This is an optimization exercise on Yosys and OpenROAD, whose aim is small area, a short achievable clock period and few clock cycles, not a production implementation. At most, simulation tests tie the RTL to the original design; equivalence was not proved. Power and IR drop assume default switching activity.

Setup of v6:
Design str_loop, start of the top module:
module str_loop (
    input  wire               clk,
    input  wire               rst,
    input  wire               cmd_valid,
    input  wire [1:0]         cmd_op,       
    output reg                busy,
    input  wire [7:0]         nsps,
    input  wire [1:0]         ted_sel,
    input  wire               idx_sel,
    input  wire signed [23:0] k1,
    input  wire signed [23:0] k2,
    input  wire [15:0]        nrx,
    input  wire [15:0]        nmf,
    input  wire [15:0]        out_cap,
    output reg                mf_rd_en,
    output reg  [15:0]        mf_addr,
    input  wire [31:0]        mf_rdata,
    output reg                out_valid,
    output wire [31:0]        out_sym,
    output wire signed [33:0] out_err,
    output wire signed [9:0]  out_tau,
    output reg                init_ok,
    output reg                stop,
    output reg  [1:0]         stop_cause,
    output reg                err_flag,
    output reg  [2:0]         err_code,
    output reg  signed [41:0] p2,
    output reg  signed [9:0]  tau,
    output reg  [15:0]        nout,
    output reg  [15:0]        clamp_tot,
    output reg  [15:0]        clamp_con
);
For scale: ~7200 cells after synthesis, about 740 flip-flops, about 350 I/O pins.
Settings: LEC_CHECK=0, ABC_AREA=1, CAP_MARGIN=5, CORE_MARGIN=2, CORE_UTILIZATION=40, SETUP_SLACK_MARGIN=5, SLEW_MARGIN=5; clock period 13.0 ns.
run.sh (not shown) runs the stock make flow with config.mk's settings and CLKGATE_MAP_FILE= SYNTH_SCRIPT=/design/flow/synth_recipe.tcl, a recipe that flattens the netlist after the stock synthesis.
## Diff of input files: v7 against v6
--- a/flow/design.v
+++ b/flow/design.v
@@ -40,31 +40,29 @@
     reg [1:0]         cfg_ted;
     reg               cfg_idx;
     reg signed [24:0] cfg_k;        
     reg [2:0]         fe;
     reg               run_mode;
     reg [1:0]         fe_cause;
     reg [16:0]        sb;           
     reg [16:0]        fe_e;         
     reg [2:0]         pend;         
     reg [1:0]         rk1, rk2;     
     reg signed [15:0] s_i, s_q, e_i, e_q, m_i, m_q;
-    reg signed [16:0] d_q;
-    reg signed [1:0]  zs_q;
-    reg signed [16:0] a_op;         
-    reg signed [15:0] b_op;         
+    reg signed [16:0] d_i, d_q;
+    reg signed [1:0]  zs_i, zs_q;
     reg signed [33:0] acc, err_r, err_b, err_c;
     reg [31:0]        sym1, sym2, sym3;
     reg signed [46:0] pl;
     reg signed [44:0] prod;
-    reg [16:0]        prod_hi;      
+    reg               prod_ovf, prod_neg;
     reg signed [13:0] k_op;
     reg               mp_r;
     reg               amb_r;        
     reg signed [9:0]  tfl_r;
     reg [8:0]         dl_r;
     reg               v1, v2, v3, v4, v5, v6;
     assign out_sym = sym3;
     assign out_err = err_c;
     assign out_tau = tau;
     wire accept = cmd_valid && !busy;
     function [15:0] inc16;
@@ -87,27 +85,26 @@
         reg c;
         begin
             c = ci;
             for (i = 0; i < 17; i = i + 1) begin
                 add17[i] = a[i] ^ b[i] ^ c;
                 c        = (a[i] & b[i]) | (a[i] & c) | (b[i] & c);
             end
         end
     endfunction
     wire zc_mode = cfg_ted[1];
     wire               mac_neg = (cfg_ted != 2'd1);
-    wire signed [1:0]  zs_i_n  = zc_sgn(s_i, e_i);
-    wire signed [15:0] zx_i_n  = {{14{zs_i_n[1]}}, zs_i_n};
+    wire signed [15:0] zx_i    = {{14{zs_i[1]}}, zs_i};
     wire signed [15:0] zx_q    = {{14{zs_q[1]}}, zs_q};
-    wire signed [16:0] mul_a   = a_op;
-    wire signed [15:0] mul_b   = b_op;
+    wire signed [16:0] mul_a   = v1 ? d_i : d_q;
+    wire signed [15:0] mul_b   = zc_mode ? (v1 ? zx_i : zx_q) : (v1 ? m_i : m_q);
     wire signed [33:0] mac_ad  = v1 ? 34'sd0 : acc;
     function zc_opp;
         input signed [15:0] a;
         input signed [15:0] b;
         zc_opp = zc_mode && (a[15] != b[15]) && (a != 16'sd0) && (b != 16'sd0);
     endfunction
     function signed [16:0] addsub17;
         input signed [15:0] a;
         input signed [15:0] b;
         input               sub;
         addsub17 = $signed({a[15], a}) + $signed({b[15], b} ^ {17{sub}}) +
@@ -117,24 +114,23 @@
         input signed [15:0] a;
         input signed [15:0] b;
         zc_sgn = (a == 16'sd0 || b == 16'sd0) ? 2'b00 : (b[15] ? 2'b11 : 2'b01);
     endfunction
     wire signed [33:0] mac;
     booth_mac #(.NA(17), .NB(16), .W(34)) u_emac (
         .a(mul_a), .b(mul_b), .negb(mac_neg), .c(mac_ad), .y(mac));
     wire signed [47:0] k_ad   = v3 ? 48'sd0 : {{14{pl[46]}}, pl[46:13]};
     wire signed [47:0] kmac;
     booth_mac #(.NA(34), .NB(14), .W(48)) u_kmac (
         .a(err_r), .b(k_op), .negb(1'b0), .c(k_ad), .y(kmac));
-    wire               prod_ovf = !((&prod_hi) || !(|prod_hi));
-    wire               prod_neg = prod_hi[16];
+    wire               k_ovf  = !((&kmac[47:31]) || !(|kmac[47:31]));
     localparam signed [45:0] ONE     = 46'sd1 << 40;
     localparam signed [45:0] MIN_ONE = -(46'sd1 << 40);
     wire signed [45:0] t_sum = p2 + prod;
     wire               t_gt  = !t_sum[45] && ((|t_sum[44:41]) ||
                                               (t_sum[40] && (|t_sum[39:0])));
     wire               t_lt  = t_sum[45] && !(&t_sum[44:40]);
     wire               t_hi  = prod_ovf ? !prod_neg : t_gt;
     wire               t_lo  = prod_ovf ?  prod_neg : t_lt;
     wire signed [21:0] tm_a   = amb_r ? $signed({2'b00, p2[19:0]}) : p2[41:20];
     wire signed [29:0] tm_y;
     booth_mac #(.NA(22), .NB(10), .W(30)) u_tmul (
@@ -336,49 +332,45 @@
                 e_q <= mf_rdata[31:16];
             end
             T_E: begin
                 s_i <= e_i;
                 s_q <= e_q;
                 e_i <= mf_rdata[15:0];
                 e_q <= mf_rdata[31:16];
             end
             T_M: begin
                 m_i  <= mf_rdata[15:0];
                 m_q  <= mf_rdata[31:16];
+                d_i  <= addsub17(s_i, e_i, !zc_opp(s_i, e_i));
                 d_q  <= addsub17(s_q, e_q, !zc_opp(s_q, e_q));
+                zs_i <= zc_sgn(s_i, e_i);
                 zs_q <= zc_sgn(s_q, e_q);
             end
             default: ;
         endcase
-        if (rk2 == T_M) begin
-            a_op <= addsub17(s_i, e_i, !zc_opp(s_i, e_i));
-            b_op <= zc_mode ? zx_i_n : $signed(mf_rdata[15:0]);
-        end else if (v1) begin
-            a_op <= d_q;
-            b_op <= zc_mode ? zx_q : m_q;
-        end
         if (v1) begin
             acc  <= mac;
             sym1 <= cfg_idx ? {s_q, s_i} : {m_q, m_i};
         end
         if (v2)
             err_r <= mac;
         k_op <= v2 ? $signed({1'b0, cfg_k[12:0]})
                    : $signed({{2{cfg_k[24]}}, cfg_k[24:13]});
         if (v3) begin
             pl   <= kmac[46:0];
             sym2 <= sym1;
         end
         if (v4) begin
             prod     <= {kmac[31:0], pl[12:0]};
-            prod_hi  <= kmac[47:31];
+            prod_ovf <= k_ovf;
+            prod_neg <= kmac[47];
             err_b    <= err_r;
         end
         if (v5 && !amb_r)
             sym3 <= sym2;
         if (v6)
             err_c <= err_b;
         if (amb) begin
             tfl_r <= tfl;
             dl_r  <= tdl[8:0];
         end
     end
[summary]
Fraction of power consumed by the clock network delta for v7 relative to v6: 4.0 points lower. Summary of v7 over v6: post-route clock period utilization decreased by 0.17 points relative to the old numbers, row count now smaller. Setup slack after layout on v7 is ahead of v6. Compared with v6, in v7 routed wire length went down 4.7%, number of detailed-routing iterations run before antenna repair went up 1. v7 vs. v6: multi-input logic portion of the cell area higher; sequential cell count lower. The net switching component of the power reported for v7 is greater than that of v6 by about 20%. Status: non-clock buffer area fraction after layout parity (v6, v7). In the reports for v6 and v7, the larger first-iteration DRC count belongs to v7. Looking at global-route wire length before repair across both flows, v7 is the stronger of the two, with v6 trailing. Re H-tree level count: no difference whatsoever between v6 and v7.
Testbench counts of v7, summed over its fixed seeds: cycles 16,075.
Function not checked in v6: the RTL went through the layout flow alone.

==> static timing again, ports no longer ideal <==
How much do the figures lean on ideal ports? The routed layouts below were timed once more, with nothing changed but the port constraints. Step 1 (the two cells are an assumption about what drives the block):
set clk [get_ports {clk}]
set_driving_cell -lib_cell sky130_fd_sc_hd__clkbuf_16 $clk
set_driving_cell -lib_cell sky130_fd_sc_hd__buf_2 [delete_from_list [all_inputs] $clk]
Step 2 also shifts input and output timing later by t, the mid clock arrival at the registers, as if the neighbouring blocks saw the same clock. a / b / c = no drivers / after step 1 / after step 2; a / b = the first two.
run | shift t [ns] | slack for setup (ns) | worst register clock-pin slew, ns
v6 | 0.781 | 5.407 / 5.407 / 5.173 | 0.07 / 0.07
v7 | 0.794 | 5.429 / 5.429 / 5.429 | 0.07 / 0.07
After both steps every run listed still meets setup and hold. The setup slack of v6, which loses most, moves by 0.000 ns with the drivers and by -0.234 ns with both steps.
